From an optimization exercise on the open Yosys and OpenROAD flow, aimed at small area and few clock cycles; shortcuts taken in it are not production practice. The RTL was checked by simulation tests, not by an equivalence proof against the original design. Power figures rest on the tool's default switching activity, not on a simulated workload.

==> job 6938 <==
Design rde, start of the top module:
module rde (
    input  wire        clk,
    input  wire        rst,
    input  wire        cmd_valid,
    output wire        cmd_ready,
    input  wire [31:0] cmd_data,
    output wire        rsp_valid,
    input  wire        rsp_ready,
    output wire [31:0] rsp_data,
    output wire        ev_valid,
    input  wire        ev_ready,
    output wire [1:0]  ev_kind,
    output wire [7:0]  ev_seq,
    output wire [15:0] ev_unit,
    output wire        ev_drop,
    input  wire        loss_valid,
    output wire        loss_ready,
    input  wire [15:0] loss_u
);
export LEC_CHECK = 0
export ABC_AREA = 1
export ABC_CLOCK_PERIOD_IN_PS = 12000
export CAP_MARGIN = 20
export CORE_MARGIN = 2
export CORE_UTILIZATION = 65
export SLEW_MARGIN = 20
create_clock -name core_clock -period 12.0 [get_ports {clk}]
standard.sh (not shown) runs the stock make flow with config.mk's settings and CLKGATE_MAP_FILE= SYNTH_SCRIPT=/design/flow/synth_recipe.tcl, a recipe that flattens the netlist after the stock synthesis.
==> flow/flow/run.sh <==
#!/bin/bash
# Layout flow: the standard ORFS flow (standard.sh) with three changes.
#  1. Synthesis is the standard flow's (synth_recipe.tcl sourcing ORFS's synth.tcl), except
#     that adders are left to ABC (no ADDER_MAP_FILE) and ABC maps the
#     combinational logic with the area-oriented script flow/abc_area.script.
#     Registers are mapped before ABC, as in the standard synthesis, so they
#     come out the same.
#  2. Port buffers use the smallest buffer cell.
#  3. CTS inserts no dummy loads and uses sink clusters of up to 24.
# Each tool's output is in standard.log and ORFS's logs under orfs/logs.
set -euo pipefail
here=$(pwd)
abc=$here/flow/abc_area.script

sed "s|^  log_cmd abc {\*}\$abc_args\$|  set abc_args [lreplace \$abc_args 1 1 $abc]\n  log_cmd abc {*}\$abc_args|" \
  "$FLOW_HOME/scripts/synth.tcl" > "$here/synth_body.tcl"
grep -q "lreplace \$abc_args 1 1 $abc" "$here/synth_body.tcl"
sed "s|^source \$::env(SCRIPTS_DIR)/synth.tcl\$|source $here/synth_body.tcl|" \
  synth_recipe.tcl > "$here/my_synth.tcl"
grep -q "source $here/synth_body.tcl" "$here/my_synth.tcl"

bash standard.sh \
  SYNTH_SCRIPT="$here/my_synth.tcl" \
  ADDER_MAP_FILE= \
  BUFFER_PORTS_ARGS="-buffer_cell sky130_fd_sc_hd__buf_1" \
  CTS_ARGS="-sink_clustering_enable -repair_clock_nets -dont_use_dummy_load -sink_clustering_size 24 -sink_clustering_max_diameter 70" \
  finish > standard.log 2>&1
==> flow/flow/abc_area.script <==
strash
&get -n
&fraig -x
&put
scorr
dc2
strash
&get -n
&st
&deepsyn -T 1200
&dch -f
&nf -R 1000 -p -C 32 -F 8
&put
==> inputs of job 3691, as changes to job 6938 <==
--- a/flow/design.v
+++ b/flow/design.v
@@ -112,14 +112,13 @@
     reg [4:0]  err;
     reg [127:0] tring;       
     reg [3:0]  tc;
     reg [3:0]  tf, tr;
     reg [4:0]  tsz;
     reg [15:0] ack;
-    reg [63:0] rring;        
-    reg        rpure;
+    reg [7:0]  rslot [0:7];
     reg [2:0]  rf, rr;
     reg [3:0]  rsz;
     reg [2:0]  ph;
     reg        evv;          
     reg        evd;          
     reg [1:0]  ek;           
@@ -133,32 +132,22 @@
     wire [2:0] md  = dat[18:16];
     wire [3:0] t_slot  = (cmd_data[25:24] == 2'd0) ? tr + 4'd1 :
                          cmd_data[24] ? tr : tf;
     wire       t_wait  = cmd_valid && (cmd_data[31:26] == 6'b001000) &&
                          (cmd_data[25:24] != 2'd1) && !cmd_data[16] && !fsm &&
                          (t_slot != tc);
-    wire [2:0] r_slot  = (cmd_data[25:24] == 2'd2) ? rf :
-                         (cmd_data[25:24] == 2'd3) ? rr : rr + 3'd1;
-    wire       r_acc   = !fsm && (cmd_data[31:24] == 8'h20) && cmd_data[16] ||
-                         !rpure && (((cmd_data[31:25] == 7'b0010001) && cmd_data[16]) ||
-                                    (cmd_data[31:24] == 8'h41));
-    wire       r_wait  = cmd_valid && r_acc && (r_slot != tc[2:0]);
-    assign cmd_ready  = (ph == P_IDLE) && !t_wait && !r_wait;
+    assign cmd_ready  = (ph == P_IDLE) && !t_wait;
     assign ev_valid   = evv;
     assign ev_kind    = ek;
     assign ev_drop    = evd;
     assign ev_unit    = {11'd0, (ek == EV_DATA) ? u : 5'd0};
-    wire [5:0] rfd    = {1'b0, rxe} - {2'd0, rsz};
-    wire [4:0] r_fv   = (rfd[5] || rfd == 6'd0) ? rfd[4:0] + 5'd24 : rfd[4:0];
-    wire [4:0] r_rv   = (rxe == 5'd1) ? 5'd24 : rxe - 5'd1;
-    wire [2:0] r_k    = tc[2:0] - rf;
-    wire [4:0] r_ta   = r_fv + {2'd0, r_k};
-    wire [4:0] r_tv   = (r_ta > 5'd24) ? r_ta - 5'd24 : r_ta;
+    wire [2:0] rq_idx = ((ph == P_IDLE) && cmd_data[24]) ? rr : rf;
+    wire [7:0] rsel_v = rslot[rq_idx];
     wire [4:0] u_inc  = u + 5'd1;
-    assign ev_seq     = (ek == EV_ACK) ? (rpure ? {3'd0, r_fv} : dat[12:5]) :
-                        {3'd0, (ek == EV_DATA) ? u_inc : u};
+    assign ev_seq     = (ek == EV_ACK) ? rsel_v :
+                        {3'd0, (ek == EV_DATA) ? u_inc : rxe};
     wire [7:0]  opc  = cmd_data[31:24];
     wire [7:0]  sel  = cmd_data[23:16];
     wire [15:0] opd  = cmd_data[15:0];
     wire        qsel = sel[0];
     reg legal;
     always @(*) begin
@@ -211,13 +200,12 @@
     wire       can_send = !tsz[4] && (sc != 5'd24);
     wire [7:0] ack_seq = opd[15:8];
     wire [4:0] ack_t   = ack_seq[4:0] - 5'd1;
     wire       qf_found = (ack_seq[7:5] == 3'd0) && (ack_seq[4:0] != 5'd0) &&
                           (ack_t >= fu) && (ack_t < sc);
     wire [7:0] tsel_v = tring[7:0];
-    wire [7:0] rxq_v  = !rpure ? rring[7:0] : {3'd0, opc[0] ? r_rv : r_fv};
     wire [7:0] txq_v  = !fsm ? tsel_v : opc[0] ? {3'd0, sc} : {3'd0, fu + 5'd1};
     wire       ack_fires = !txq_empty && (at == 3'd5);
     wire [4:0] next_seq = (sc == 5'd24) ? 5'd1 : sc + 5'd1;
     reg [18:0] regval;
     always @(*) begin
         case (sel[4:0])
@@ -251,16 +239,14 @@
     wire retx_at1  = c0 && ack_rd && c1 && !ack_rd1;
     wire retx_skip = c0 && ack_rd && c1 && ack_rd1;
     wire want_retx = retx_at0 || retx_at1;
     wire retx_cand = want_retx || retx_skip;
     wire want_new  = can_send && ((md == M_FILL) || (md == M_NEW1) ||
                                   ((md == M_RETX) && !retx_cand && txf));
-    wire ack_rdy   = rpure || (!evv && (tc[2:0] == rf));
-    wire want_ack  = ack_rdy && ((md == M_ACK1) ||
-                                 ((md == M_ACKS) && (rsz > {3'd0, evv})));
-    wire ack_hold  = !ack_rdy && ((md == M_ACK1) || ((md == M_ACKS) && (rsz != 4'd0)));
+    wire want_ack  = (md == M_ACK1) ||
+                     ((md == M_ACKS) && (rsz > {3'd0, evv}));
     wire want_draw = want_retx || want_new || want_ack;
     wire ev_fire   = evv && ev_ready;
     wire e_free    = !evv || ev_ready;
     wire run_draw  = (ph == P_RUN) && want_draw && e_free;
     assign loss_ready = run_draw || (ph == P_ACKD);
     wire d_fire    = loss_ready && loss_valid;
@@ -279,26 +265,16 @@
     wire       fsm_o = fsm && !fin_now;
     assign rsp_data  = {(st_o == ST_ILLEGAL) ? 8'hFF : {4'd0, st_o},
                         arq ? {7'd0, fsm_o, 3'd0, tsz_o, 3'd0, dat[4:0]} : {5'd0, dat}};
     reg t_wr;
     always @(*) begin
         t_wr = 1'b0;
-        if ((ph == P_IDLE) && cmd_valid && !t_wait && !r_wait && legal && (opc == 8'h20) && !qsel && !fsm && !txq_full)
+        if ((ph == P_IDLE) && cmd_valid && !t_wait && legal && (opc == 8'h20) && !qsel && !fsm && !txq_full)
             t_wr = 1'b1;
     end
-    reg       r_wr;
-    reg [7:0] r_in;
-    always @(*) begin
-        r_wr = 1'b0;
-        if ((ph == P_IDLE) && cmd_valid && !t_wait && !r_wait && legal && !rxq_full &&
-            (((opc == 8'h20) && qsel && !fsm) || ((opc == 8'h41) && !rpure && (opd[7:0] == {3'd0, rxe}))))
-            r_wr = 1'b1;
-        r_in = r_wr ? opd[7:0] : rpure ? {3'd0, r_tv} : rring[7:0];
-    end
     always @(posedge clk) begin
-        rring <= {r_in, rring[63:8]};
         tring <= {t_wr ? opd[7:0] : tring[7:0], tring[127:8]};
         if (rst) tc <= 4'd0;
         else     tc <= tc + 4'd1;
     end
     always @(posedge clk) begin
         if (rst) begin
@@ -314,17 +290,15 @@
             tsz  <= 5'd0;
             ack  <= 16'd0;
             rf   <= 3'd0;
             rr   <= 3'd7;
             rsz  <= 4'd0;
             evv  <= 1'b0;
-            rpure <= 1'b1;
         end else begin
-            if (rsz == 4'd0) rpure <= 1'b1;
             case (ph)
-            P_IDLE: if (cmd_valid && !t_wait && !r_wait) begin
+            P_IDLE: if (cmd_valid && !t_wait) begin
                 st  <= ST_OK;
                 dat <= 19'd0;
                 arq <= 1'b0;
                 ph  <= P_RESP;
                 if (!legal) begin
                     err[4] <= 1'b1;
@@ -359,15 +333,15 @@
                             if (rxq_full) begin
                                 st     <= ST_QFULL;
                                 dat    <= 19'd8;
                                 err[1] <= 1'b1;
                             end else begin
                                 rr  <= rr_inc;
+                                rslot[rr_inc] <= opd[7:0];
                                 rsz <= rsz + 4'd1;
                                 dat <= {15'd0, rsz + 4'd1};
-                                rpure <= 1'b0;
                             end
                         end
                     end
                     8'h21: begin
                         if (fsm) st <= ST_BUSY;
                         else if (!qsel) begin
@@ -392,13 +366,13 @@
                     end
                     8'h22, 8'h23: begin
                         if (!qsel ? txq_empty : rxq_empty) begin
                             st     <= ST_QEMPTY;
                             err[2] <= 1'b1;
                         end else
-                            dat <= {11'd0, qsel ? rxq_v : txq_v};
+                            dat <= {11'd0, qsel ? rsel_v : txq_v};
                     end
                     8'h24: begin
                         if (fsm) st <= ST_BUSY;
                         else if (!qsel) begin
                             tf  <= 4'd0;
                             tr  <= 4'd15;
@@ -446,19 +420,18 @@
                         if (opd[7:0] != {3'd0, rxe})
                             st <= ST_RX_OOO;
                         else begin
                             evv <= 1'b1;
                             ek  <= EV_ACCEPT;
                             evd <= 1'b0;
-                            dat[9:5] <= rxe;
-                            rxe <= rxe_inc;
                             if (rxq_full) begin
                                 st     <= ST_QFULL;
                                 err[1] <= 1'b1;
                             end else begin
                                 rr  <= rr_inc;
+                                rslot[rr_inc] <= opd[7:0];
                                 rsz <= rsz + 4'd1;
                             end
                             dat[18:16] <= (rsz >= 4'd7) ? M_ACK1 : M_END;
                             ph <= P_RUN;
                         end
                     end
@@ -522,21 +495,22 @@
                 if (ev_fire) begin
                     dat[4:0] <= dat[4:0] + 5'd1;
                     if (ek == EV_ACK) begin
                         rf  <= rf_inc;
                         rsz <= rsz - 4'd1;
                     end
+                    if (ek == EV_ACCEPT)
+                        rxe <= rxe_inc;
                 end
                 if (retx_skip)
                     dat[14:10] <= p1 + 5'd1;
                 if (d_fire) begin
                     evv <= 1'b1;
                     evd <= drop;
                     if (want_ack) begin
                         ek <= EV_ACK;
-                        dat[12:5] <= rring[7:0];
                         if (md == M_ACK1) dat[18:16] <= M_END;
                     end else if (want_retx) begin
                         ek <= EV_DATA;
                         dat[9:5]  <= retx_at0 ? p : p1;
                         dat[14:10]  <= retx_at0 ? p1 : p1 + 5'd1;
                     end else begin
@@ -546,13 +520,13 @@
                         tr  <= tr_inc;
                         tsz <= tsz + 5'd1;
                         if (md != M_FILL) dat[18:16] <= M_END;
                     end
                 end else if (ev_fire)
                     evv <= 1'b0;
-                if (!want_draw && !retx_skip && !ack_hold && (!evv || ev_ready))
+                if (!want_draw && !retx_skip && (!evv || ev_ready))
                     ph <= P_RESP;
             end
             P_ACKD: if (loss_valid) begin
                 st <= st_o;
                 if (ack_acc) begin
                     at <= 3'd0;
==> flow/flow/run.sh (replaced) <==
#!/bin/bash
# Standard ORFS layout with two changes: port buffers use the smallest buffer
# cell, and CTS inserts no dummy loads.
set -euo pipefail
bash standard.sh \
  BUFFER_PORTS_ARGS="-buffer_cell sky130_fd_sc_hd__buf_1" \
  CTS_ARGS="-sink_clustering_enable -repair_clock_nets -dont_use_dummy_load" \
  finish > standard.log 2>&1
Settings changed: CORE_UTILIZATION 65 to 40.
removed: flow/flow/abc_area.script
==> inputs of job 7237, as changes to job 6938 <==
--- a/flow/design.v
+++ b/flow/design.v
@@ -112,14 +112,13 @@
     reg [4:0]  err;
     reg [127:0] tring;       
     reg [3:0]  tc;
     reg [3:0]  tf, tr;
     reg [4:0]  tsz;
     reg [15:0] ack;
-    reg [63:0] rring;        
-    reg        rpure;
+    reg [7:0]  rslot [0:7];
     reg [2:0]  rf, rr;
     reg [3:0]  rsz;
     reg [2:0]  ph;
     reg        evv;          
     reg        evd;          
     reg [1:0]  ek;           
@@ -133,32 +132,22 @@
     wire [2:0] md  = dat[18:16];
     wire [3:0] t_slot  = (cmd_data[25:24] == 2'd0) ? tr + 4'd1 :
                          cmd_data[24] ? tr : tf;
     wire       t_wait  = cmd_valid && (cmd_data[31:26] == 6'b001000) &&
                          (cmd_data[25:24] != 2'd1) && !cmd_data[16] && !fsm &&
                          (t_slot != tc);
-    wire [2:0] r_slot  = (cmd_data[25:24] == 2'd2) ? rf :
-                         (cmd_data[25:24] == 2'd3) ? rr : rr + 3'd1;
-    wire       r_acc   = !fsm && (cmd_data[31:24] == 8'h20) && cmd_data[16] ||
-                         !rpure && (((cmd_data[31:25] == 7'b0010001) && cmd_data[16]) ||
-                                    (cmd_data[31:24] == 8'h41));
-    wire       r_wait  = cmd_valid && r_acc && (r_slot != tc[2:0]);
-    assign cmd_ready  = (ph == P_IDLE) && !t_wait && !r_wait;
+    assign cmd_ready  = (ph == P_IDLE) && !t_wait;
     assign ev_valid   = evv;
     assign ev_kind    = ek;
     assign ev_drop    = evd;
     assign ev_unit    = {11'd0, (ek == EV_DATA) ? u : 5'd0};
-    wire [5:0] rfd    = {1'b0, rxe} - {2'd0, rsz};
-    wire [4:0] r_fv   = (rfd[5] || rfd == 6'd0) ? rfd[4:0] + 5'd24 : rfd[4:0];
-    wire [4:0] r_rv   = (rxe == 5'd1) ? 5'd24 : rxe - 5'd1;
-    wire [2:0] r_k    = tc[2:0] - rf;
-    wire [4:0] r_ta   = r_fv + {2'd0, r_k};
-    wire [4:0] r_tv   = (r_ta > 5'd24) ? r_ta - 5'd24 : r_ta;
+    wire [2:0] rq_idx = ((ph == P_IDLE) && cmd_data[24]) ? rr : rf;
+    wire [7:0] rsel_v = rslot[rq_idx];
     wire [4:0] u_inc  = u + 5'd1;
-    assign ev_seq     = (ek == EV_ACK) ? (rpure ? {3'd0, r_fv} : dat[12:5]) :
-                        {3'd0, (ek == EV_DATA) ? u_inc : u};
+    assign ev_seq     = (ek == EV_ACK) ? rsel_v :
+                        {3'd0, (ek == EV_DATA) ? u_inc : rxe};
     wire [7:0]  opc  = cmd_data[31:24];
     wire [7:0]  sel  = cmd_data[23:16];
     wire [15:0] opd  = cmd_data[15:0];
     wire        qsel = sel[0];
     reg legal;
     always @(*) begin
@@ -211,13 +200,12 @@
     wire       can_send = !tsz[4] && (sc != 5'd24);
     wire [7:0] ack_seq = opd[15:8];
     wire [4:0] ack_t   = ack_seq[4:0] - 5'd1;
     wire       qf_found = (ack_seq[7:5] == 3'd0) && (ack_seq[4:0] != 5'd0) &&
                           (ack_t >= fu) && (ack_t < sc);
     wire [7:0] tsel_v = tring[7:0];
-    wire [7:0] rxq_v  = !rpure ? rring[7:0] : {3'd0, opc[0] ? r_rv : r_fv};
     wire [7:0] txq_v  = !fsm ? tsel_v : opc[0] ? {3'd0, sc} : {3'd0, fu + 5'd1};
     wire       ack_fires = !txq_empty && (at == 3'd5);
     wire [4:0] next_seq = (sc == 5'd24) ? 5'd1 : sc + 5'd1;
     reg [18:0] regval;
     always @(*) begin
         case (sel[4:0])
@@ -251,16 +239,14 @@
     wire retx_at1  = c0 && ack_rd && c1 && !ack_rd1;
     wire retx_skip = c0 && ack_rd && c1 && ack_rd1;
     wire want_retx = retx_at0 || retx_at1;
     wire retx_cand = want_retx || retx_skip;
     wire want_new  = can_send && ((md == M_FILL) || (md == M_NEW1) ||
                                   ((md == M_RETX) && !retx_cand && txf));
-    wire ack_rdy   = rpure || (!evv && (tc[2:0] == rf));
-    wire want_ack  = ack_rdy && ((md == M_ACK1) ||
-                                 ((md == M_ACKS) && (rsz > {3'd0, evv})));
-    wire ack_hold  = !ack_rdy && ((md == M_ACK1) || ((md == M_ACKS) && (rsz != 4'd0)));
+    wire want_ack  = (md == M_ACK1) ||
+                     ((md == M_ACKS) && (rsz > {3'd0, evv}));
     wire want_draw = want_retx || want_new || want_ack;
     wire ev_fire   = evv && ev_ready;
     wire e_free    = !evv || ev_ready;
     wire run_draw  = (ph == P_RUN) && want_draw && e_free;
     assign loss_ready = run_draw || (ph == P_ACKD);
     wire d_fire    = loss_ready && loss_valid;
@@ -279,26 +265,16 @@
     wire       fsm_o = fsm && !fin_now;
     assign rsp_data  = {(st_o == ST_ILLEGAL) ? 8'hFF : {4'd0, st_o},
                         arq ? {7'd0, fsm_o, 3'd0, tsz_o, 3'd0, dat[4:0]} : {5'd0, dat}};
     reg t_wr;
     always @(*) begin
         t_wr = 1'b0;
-        if ((ph == P_IDLE) && cmd_valid && !t_wait && !r_wait && legal && (opc == 8'h20) && !qsel && !fsm && !txq_full)
+        if ((ph == P_IDLE) && cmd_valid && !t_wait && legal && (opc == 8'h20) && !qsel && !fsm && !txq_full)
             t_wr = 1'b1;
     end
-    reg       r_wr;
-    reg [7:0] r_in;
-    always @(*) begin
-        r_wr = 1'b0;
-        if ((ph == P_IDLE) && cmd_valid && !t_wait && !r_wait && legal && !rxq_full &&
-            (((opc == 8'h20) && qsel && !fsm) || ((opc == 8'h41) && !rpure && (opd[7:0] == {3'd0, rxe}))))
-            r_wr = 1'b1;
-        r_in = r_wr ? opd[7:0] : rpure ? {3'd0, r_tv} : rring[7:0];
-    end
     always @(posedge clk) begin
-        rring <= {r_in, rring[63:8]};
         tring <= {t_wr ? opd[7:0] : tring[7:0], tring[127:8]};
         if (rst) tc <= 4'd0;
         else     tc <= tc + 4'd1;
     end
     always @(posedge clk) begin
         if (rst) begin
@@ -314,17 +290,15 @@
             tsz  <= 5'd0;
             ack  <= 16'd0;
             rf   <= 3'd0;
             rr   <= 3'd7;
             rsz  <= 4'd0;
             evv  <= 1'b0;
-            rpure <= 1'b1;
         end else begin
-            if (rsz == 4'd0) rpure <= 1'b1;
             case (ph)
-            P_IDLE: if (cmd_valid && !t_wait && !r_wait) begin
+            P_IDLE: if (cmd_valid && !t_wait) begin
                 st  <= ST_OK;
                 dat <= 19'd0;
                 arq <= 1'b0;
                 ph  <= P_RESP;
                 if (!legal) begin
                     err[4] <= 1'b1;
@@ -359,15 +333,15 @@
                             if (rxq_full) begin
                                 st     <= ST_QFULL;
                                 dat    <= 19'd8;
                                 err[1] <= 1'b1;
                             end else begin
                                 rr  <= rr_inc;
+                                rslot[rr_inc] <= opd[7:0];
                                 rsz <= rsz + 4'd1;
                                 dat <= {15'd0, rsz + 4'd1};
-                                rpure <= 1'b0;
                             end
                         end
                     end
                     8'h21: begin
                         if (fsm) st <= ST_BUSY;
                         else if (!qsel) begin
@@ -392,13 +366,13 @@
                     end
                     8'h22, 8'h23: begin
                         if (!qsel ? txq_empty : rxq_empty) begin
                             st     <= ST_QEMPTY;
                             err[2] <= 1'b1;
                         end else
-                            dat <= {11'd0, qsel ? rxq_v : txq_v};
+                            dat <= {11'd0, qsel ? rsel_v : txq_v};
                     end
                     8'h24: begin
                         if (fsm) st <= ST_BUSY;
                         else if (!qsel) begin
                             tf  <= 4'd0;
                             tr  <= 4'd15;
@@ -446,19 +420,18 @@
                         if (opd[7:0] != {3'd0, rxe})
                             st <= ST_RX_OOO;
                         else begin
                             evv <= 1'b1;
                             ek  <= EV_ACCEPT;
                             evd <= 1'b0;
-                            dat[9:5] <= rxe;
-                            rxe <= rxe_inc;
                             if (rxq_full) begin
                                 st     <= ST_QFULL;
                                 err[1] <= 1'b1;
                             end else begin
                                 rr  <= rr_inc;
+                                rslot[rr_inc] <= opd[7:0];
                                 rsz <= rsz + 4'd1;
                             end
                             dat[18:16] <= (rsz >= 4'd7) ? M_ACK1 : M_END;
                             ph <= P_RUN;
                         end
                     end
@@ -522,21 +495,22 @@
                 if (ev_fire) begin
                     dat[4:0] <= dat[4:0] + 5'd1;
                     if (ek == EV_ACK) begin
                         rf  <= rf_inc;
                         rsz <= rsz - 4'd1;
                     end
+                    if (ek == EV_ACCEPT)
+                        rxe <= rxe_inc;
                 end
                 if (retx_skip)
                     dat[14:10] <= p1 + 5'd1;
                 if (d_fire) begin
                     evv <= 1'b1;
                     evd <= drop;
                     if (want_ack) begin
                         ek <= EV_ACK;
-                        dat[12:5] <= rring[7:0];
                         if (md == M_ACK1) dat[18:16] <= M_END;
                     end else if (want_retx) begin
                         ek <= EV_DATA;
                         dat[9:5]  <= retx_at0 ? p : p1;
                         dat[14:10]  <= retx_at0 ? p1 : p1 + 5'd1;
                     end else begin
@@ -546,13 +520,13 @@
                         tr  <= tr_inc;
                         tsz <= tsz + 5'd1;
                         if (md != M_FILL) dat[18:16] <= M_END;
                     end
                 end else if (ev_fire)
                     evv <= 1'b0;
-                if (!want_draw && !retx_skip && !ack_hold && (!evv || ev_ready))
+                if (!want_draw && !retx_skip && (!evv || ev_ready))
                     ph <= P_RESP;
             end
             P_ACKD: if (loss_valid) begin
                 st <= st_o;
                 if (ack_acc) begin
                     at <= 3'd0;
==> flow/flow/abc_area.script (replaced) <==
strash
&get -n
&fraig -x
&put
scorr
dc2
strash
&get -n
&st
&syn2
&dch -f
&nf -R 1000 -p -C 32 -F 8
&st
&syn2
&dch -f
&nf -R 1000 -p -C 32 -F 8
&put
Settings changed: CAP_MARGIN 20 to 0, GPL_TIMING_DRIVEN set to 0, SLEW_MARGIN 20 to 0.
==> summary.txt <==
Max Cap Violations = 1
Blocking Checks = capacitance limit, slew limit
total iterations of the first detailed-routing run = 8
cell count after synthesis = 1550
P_seq = 1030 uW
biggest regs = tring: 128 flops, rslot: 64 flops, dat: 19 flops
status = complete, but fails checks
Power Dens Cells = 118 mW/mm2
Pins Over Slew Limit = 6
Final #Nets = 1732
the above is filed under job 7237

==> summary.txt <==
Power Dens Cells = 124 mW/mm2
biggest regs = tring: 128 flops, rslot: 64 flops, dat: 19 flops
total iterations of the first detailed-routing run = 6
P_seq = 1030 uW
Pins Over Slew Limit = 0
cell count after synthesis = 2259
Final #Nets = 2455
Max Cap Violations = 0
status = timing/DRC/antenna clean
the above is filed under job 3691

==> summary.txt <==
Power Dens Cells = 124 mW/mm2
Final #Nets = 1673
total iterations of the first detailed-routing run = 12
Pins Over Slew Limit = 0
Fill cells = 1473
reg2reg start = ph[0]
status = timing/DRC/antenna clean
biggest regs = tring: 128 flops, rring: 64 flops, dat: 19 flops
cell count after synthesis = 1501
the above is filed under job 6938

Testbench counts of job 6938, summed over its fixed seeds: cycles 33,316.
Testbench counts of job 3691, summed over its fixed seeds: cycles 33,293.
Testbench counts of job 7237, summed over its fixed seeds: cycles 33,293.

-- port drivers added, routing unchanged --
Ports are ideal in the flow. The routed layouts listed here were re-timed in OpenROAD.
Step 1 (the two cells are an assumption about what drives the block):
set clk [get_ports {clk}]
set_driving_cell -lib_cell sky130_fd_sc_hd__clkbuf_16 $clk
set_driving_cell -lib_cell sky130_fd_sc_hd__buf_2 [delete_from_list [all_inputs] $clk]
Step 2 moves the port delays by t, midway between the first and last clock arrival at a register: inputs arrive t later, outputs are due t later. That takes back most of the time a late clock gives input paths.
Slacks: ideal / step 1 / step 2; pairs: ideal / step 1.
run	shift t [ns]	setup WS [ns]	latest minus earliest clock arrival (ns)
job 6938	0.538	4.037 / 4.000 / 3.807	0.037 / 0.037
job 3691	0.576	4.402 / 4.380 / 4.134	0.031 / 0.031
job 7237	0.546	3.040 / 3.060 / 2.513	0.085 / 0.085
The setup slack of job 7237, which loses most, moves by +0.020 ns with the drivers and by -0.527 ns with both steps.
